What follows belongs to an exercise in optimizing a design on an open flow for small area, a short achievable clock period and few clock cycles; a production flow would make more cautious choices. The RTL was checked by simulation tests, not by an equivalence proof against the original design. Power is estimated from default activity; no workload was simulated.

## lane 1
// bfi_decoder
module bfi_decoder (
    input  wire         clk,
    input  wire         rst,
    input  wire         req_valid,
    output wire         req_ready,
    input  wire [7:0]   req_cmd,
    input  wire [15:0]  req_len,
    input  wire [39:0]  req_fields,
    input  wire [4:0]   req_p,
    input  wire [127:0] req_widths,
    input  wire [15:0]  req_n,
    input  wire [63:0]  req_ts,
    output wire         mem_req,
    output wire [15:0]  mem_addr,
    input  wire         mem_gnt,
    input  wire [7:0]   mem_rdata,
    output wire         ang_valid,
    input  wire         ang_ready,
    output wire [15:0]  ang_data,
    output reg          resp_valid,
    output wire [3:0]   resp_status,
    output wire [63:0]  resp_data,
    output wire [4:0]   resp_p,
    output wire [15:0]  resp_n,
    output wire [127:0] resp_widths,
    output wire [5:0]   resp_dtn,
    output wire [23:0]  err_required,
    output wire [18:0]  err_available,
    output wire [7:0]   err_given,
    output wire [3:0]   err_allowed
);
Size in the first run: about 2200 cells after synthesis, about 21000 µm² of cells after synthesis.
==> flow/config.mk <==
export PLATFORM = sky130hd
export DESIGN_NAME = bfi_decoder
export DESIGN_NICKNAME = bfi_decoder
export VERILOG_FILES = /design/flow/design.v
export SDC_FILE = /design/flow/constraint.sdc
export NUM_CORES = 4
export LEC_CHECK = 0
export CAP_MARGIN = 20
export CORE_MARGIN = 2
export CORE_UTILIZATION = 55
export CTS_CLUSTER_DIAMETER = 80
export CTS_CLUSTER_SIZE = 20
export SLEW_MARGIN = 20
==> flow/constraint.sdc <==
create_clock -name core_clock -period 15.0 [get_ports {clk}]
set_input_delay 3.0000 -clock core_clock [delete_from_list [all_inputs] [get_ports {clk}]]
set_output_delay 3.0000 -clock core_clock [all_outputs]
set_load 0.01 [all_outputs]
standard.sh (not shown) runs the stock make flow with config.mk's settings and CLKGATE_MAP_FILE= SYNTH_SCRIPT=/design/flow/synth_recipe.tcl, a recipe that flattens the netlist after the stock synthesis.
==> flow/flow/run.sh <==
#!/bin/bash
# Standard ORFS layout, with two changes to how it is made:
#  - the I/O ports are buffered with buf_1 (then resized by repair) instead of
#    the default delay-buffer cell;
#  - timing repair keeps working until the setup slack reaches the margin, past
#    the 15 ns clock.
set -euo pipefail
bash standard.sh "BUFFER_PORTS_ARGS=-buffer_cell sky130_fd_sc_hd__buf_1" \
    SETUP_SLACK_MARGIN=${MARGIN:-10.7} finish > standard.log 2>&1
Testbench counts of lane 1, summed over its fixed seeds: cycles 66,115.
Inputs modified between lane 1 and lane 2:
Settings: swapping 80 for 90 in CTS_CLUSTER_DIAMETER; swapping 20 for 24 in CTS_CLUSTER_SIZE; swapping 55 for 60 in CORE_UTILIZATION.
==> comparison <==
- For lane 2, the worst setup path endpoint was resp_widths[97], unlike lane 1, where it was err_given[2].
- Clock tree buffer count of the final layout down 6 in lane 2 wrt lane 1
- | slew of the pin with the lowest slew margin | lower: lane 2 |
- Re share of the synthesized area in compound gates (AO/OA/AOI/OAI): no difference whatsoever between lane 1 and lane 2.
Modified inputs, lane 3 compared to lane 2
Settings: CTS_CLUSTER_DIAMETER now 80, was 90; CORE_UTILIZATION now 40, was 60; CTS_CLUSTER_SIZE now 20, was 24.
Notes after the runs:
- Fraction of area in multi-input gates: lane 3 < lane 2
- Against lane 2, lane 3 comes in 286 higher on number of cells in the finished layout apart from fillers.
- Lane 3 was carried through to the last stage, and its layout satisfied the timing, DRC and antenna checks.
- Compared with lane 2, lane 3 shows a higher die area.
- Utilization ends up higher on lane 2.
- Compared with lane 2, lane 3 shows count of plain and timing-repair buffers that has gone up by a few percent.
diff inputs: lane 3 => lane 4
Settings: swapping 40 for 55 in CORE_UTILIZATION; swapping 20 for 24 in CTS_CLUSTER_SIZE; swapping 80 for 90 in CTS_CLUSTER_DIAMETER.
## What came out
Lane 4 finished every stage and its layout cleared the timing, DRC and antenna checks. Looking only at sequential share of layout area, and setting everything else aside, the higher value of lane 4 and lane 3 goes to lane 4. Lane 4 vs. lane 3: clock slew at the register clock pins of the worst setup and hold paths shows an increase of 0.02 ns; number of buffers created by CTS shrank by 12; die area decreased 27%; number of global-route vias before repair moved down; final clock period utilization by the worst path essentially unchanged. Lane 4 ended up with wd[51] as its startpoint of the worst setup timing path; lane 3 ended up with given[3]. Switching portion of total power: lane 4 and lane 3 compared, lower one is lane 4. Side by side, cell count after placement turned out lower in lane 4 than in lane 3.

v46:
Starting RTL as in the previous note.
==> flow/design.v (excerpt) <==
module bfi_decoder (
    input  wire         clk,
    input  wire         rst,
    input  wire         req_valid,
    output wire         req_ready,
    input  wire [7:0]   req_cmd,
    input  wire [15:0]  req_len,
    input  wire [39:0]  req_fields,
    input  wire [4:0]   req_p,
    input  wire [127:0] req_widths,
    input  wire [15:0]  req_n,
    input  wire [63:0]  req_ts,
    output wire         mem_req,
    output wire [15:0]  mem_addr,
    input  wire         mem_gnt,
    input  wire [7:0]   mem_rdata,
    output wire         ang_valid,
    input  wire         ang_ready,
    output wire [15:0]  ang_data,
    output reg          resp_valid,
    output wire [3:0]   resp_status,
    output wire [63:0]  resp_data,
    output wire [4:0]   resp_p,
    output wire [15:0]  resp_n,
    output wire [127:0] resp_widths,
    output wire [5:0]   resp_dtn,
    output wire [23:0]  err_required,
    output wire [18:0]  err_available,
    output wire [7:0]   err_given,
    output wire [3:0]   err_allowed
);
export LEC_CHECK = 0
export CAP_MARGIN = 20
export CORE_MARGIN = 2
export CORE_UTILIZATION = 55
export CTS_CLUSTER_DIAMETER = 90
export CTS_CLUSTER_SIZE = 24
export SLEW_MARGIN = 20
create_clock -name core_clock -period 15.0 [get_ports {clk}]
==> flow/flow/run.sh <==
#!/bin/bash
# Standard ORFS layout, with two changes to how it is made:
#  - the I/O ports are buffered with buf_1 (then resized by repair) instead of
#    the default delay-buffer cell;
#  - timing repair keeps working until the setup slack reaches the margin, past
#    the 15 ns clock.
set -euo pipefail
bash standard.sh "BUFFER_PORTS_ARGS=-buffer_cell sky130_fd_sc_hd__buf_1" \
    SETUP_SLACK_MARGIN=${MARGIN:-10.65} finish > standard.log 2>&1
v46 went all the way through the flow, and no timing, DRC or antenna check failed.
Testbench counts of v46, summed over its fixed seeds: cycles 66,115.
Setup changes, v46 to v29
- swapping 90 for 80 in CTS_CLUSTER_DIAMETER
- swapping 55 for 40 in CORE_UTILIZATION
- swapping 24 for 20 in CTS_CLUSTER_SIZE
- putting TNS_END_PERCENT at 5 where nothing was set
diff --git a/flow/flow/run.sh b/flow/flow/run.sh
--- a/flow/flow/run.sh
+++ b/flow/flow/run.sh
@@ -7,3 +7,3 @@
 set -euo pipefail
 bash standard.sh "BUFFER_PORTS_ARGS=-buffer_cell sky130_fd_sc_hd__buf_1" \
-    SETUP_SLACK_MARGIN=${MARGIN:-10.65} finish > standard.log 2>&1
+    SETUP_SLACK_MARGIN=${MARGIN:-11} finish > standard.log 2>&1
- v29 has count of fill cells added during filler insertion above what v46 had.
- [compare] base=v46 new=v29: worst path buffer plus inverter count held, met1 global-route usage lost 13 points.
- Of v29 and v46, it is v29 that has the higher total power.
- Going from v46 to v29, area occupied by multi-input gates grew slightly.
- For v46, the top routing layer in use was met4, unlike v29, where it was met5.
- Diff v46 -> v29 | clock group total power | up by more than a quarter
- Between v46 and v29, critical path depth decreased.
- Between v46 and v29, the post-route clock skew does not differ in any meaningful way.
- Of the two values seen for cell with the largest stage delay on the worst path, sky130_fd_sc_hd__edfxtp_1 was produced by v29 and sky130_fd_sc_hd__nor4_1 by v46.
Changes in v42 relative to v29:
- removing TNS_END_PERCENT (formerly 5)
- changing CORE_UTILIZATION from 40 to 55
- changing CAP_MARGIN from 20 to 0
- changing SLEW_MARGIN from 20 to 0
diff --git a/flow/flow/run.sh b/flow/flow/run.sh
--- a/flow/flow/run.sh
+++ b/flow/flow/run.sh
@@ -7,3 +7,3 @@
 set -euo pipefail
 bash standard.sh "BUFFER_PORTS_ARGS=-buffer_cell sky130_fd_sc_hd__buf_1" \
-    SETUP_SLACK_MARGIN=${MARGIN:-11} finish > standard.log 2>&1
+    SETUP_SLACK_MARGIN=${MARGIN:-10.7} finish > standard.log 2>&1
Results
v42 against v29: switching share of power decreased by 0.68 points relative to the old numbers; power density relative to cell area went down by 2.0%; core utilization now sits higher.
Per the comparison of v42 with v29, cell area went down by 730 µm², post-layout net count went down by 0.89%.
Looking at combinational share of power, v42 sits 1.1 points above v29.
v42 against v29: area share of and/or/nand/nor cells after synthesis closely matched the old numbers; clock buffer instance count of the final layout went down; fraction of area in registers increased 1.0 points; sequential cell fraction of total power rose 2.2 points.
Compared v42 vs v29, and maximum net fanout on the critical path is up in v42.
Inputs modified between v42 and v4:
- CTS_CLUSTER_DIAMETER now 90, was 80
- SLEW_MARGIN now 20, was 0
- CORE_UTILIZATION now 50, was 55
- CAP_MARGIN now 20, was 0
- CTS_CLUSTER_SIZE now 24, was 20
--- outcome ---
v4 ended with every stage complete and zero timing, DRC or antenna violations.
Horizontal die dimension of v4 exceeds that of v42 by a few percent.
v4 vs v42, maximum fanout along the worst path went down by 1.
Side by side, number of non-clock buffers in the layout turned out lower in v4 than in v42.
Endpoint of the worst setup timing path = err_given[2]: v42; endpoint of the worst setup timing path = err_given[0]: v4
Setup changes, v4 to v19
- CTS_CLUSTER_SIZE: 24 -> 20
- CTS_CLUSTER_DIAMETER: 90 -> 80
- CORE_UTILIZATION: 50 -> 65
The run showing the smaller non-clock buffer share of cell area is v4.
Taking v4 as the reference point, the cell count along the critical path of v19 rises by 3.
Taking v4 as 1.0, v19 lands at 1.10 on mean number of vias per cell.
When the final numbers for v19 and v4 were put side by side, the hold slack turned out to be greater in v19.
Diff v4..v19 | area after synthesis | unchanged
v19: full flow OK, the timing, DRC and antenna checks passed
The setup slack in v19 sits 0.050 ns below the value recorded for v4.
Cell count of v19 falls short of that of v4 by a few percent.

what the ideal ports hide:
Ports are ideal in the flow. The routed layouts listed here were re-timed in OpenROAD. Step 1, drivers: a clkbuf_16 drives clk and a buf_2 each remaining input, both assumed. Step 2, shift: input delay + t, output delay - t, t = (earliest + latest rising clock arrival at the registers) / 2. This alone moves slack from input paths to output paths. Three values: ideal ports, drivers, drivers and shift; two values: the first two.
run | t (ns) | setup slack, ns | clock arrival spread, ns | slew at the worst register clock pin (ns)
lane 1 | 0.616 | 10.677 / 10.616 / 10.202 | 0.034 / 0.034 | 0.10 / 0.10
lane 2 | 0.577 | 10.681 / 10.621 / 10.189 | 0.018 / 0.018 | 0.10 / 0.10
lane 3 | 0.656 | 10.684 / 10.623 / 10.159 | 0.050 / 0.050 | 0.09 / 0.09
lane 4 | 0.572 | 10.692 / 10.634 / 10.282 | 0.026 / 0.026 | 0.11 / 0.11
v46 | 0.581 | 10.622 / 10.636 / 10.074 | 0.027 / 0.027 | 0.11 / 0.11
v29 | 0.633 | 10.698 / 10.636 / 10.112 | 0.030 / 0.030 | 0.10 / 0.10
v42 | 0.615 | 10.673 / 10.612 / 10.193 | 0.030 / 0.030 | 0.09 / 0.09
v4 | 0.589 | 10.691 / 10.634 / 10.187 | 0.018 / 0.018 | 0.11 / 0.11
v19 | 0.595 | 10.641 / 10.628 / 10.081 | 0.034 / 0.035 | 0.10 / 0.10
After both steps every run listed still meets setup and hold. For v29, which loses most, drivers alone change the setup slack by -0.062 ns; drivers and shift together by -0.586 ns.
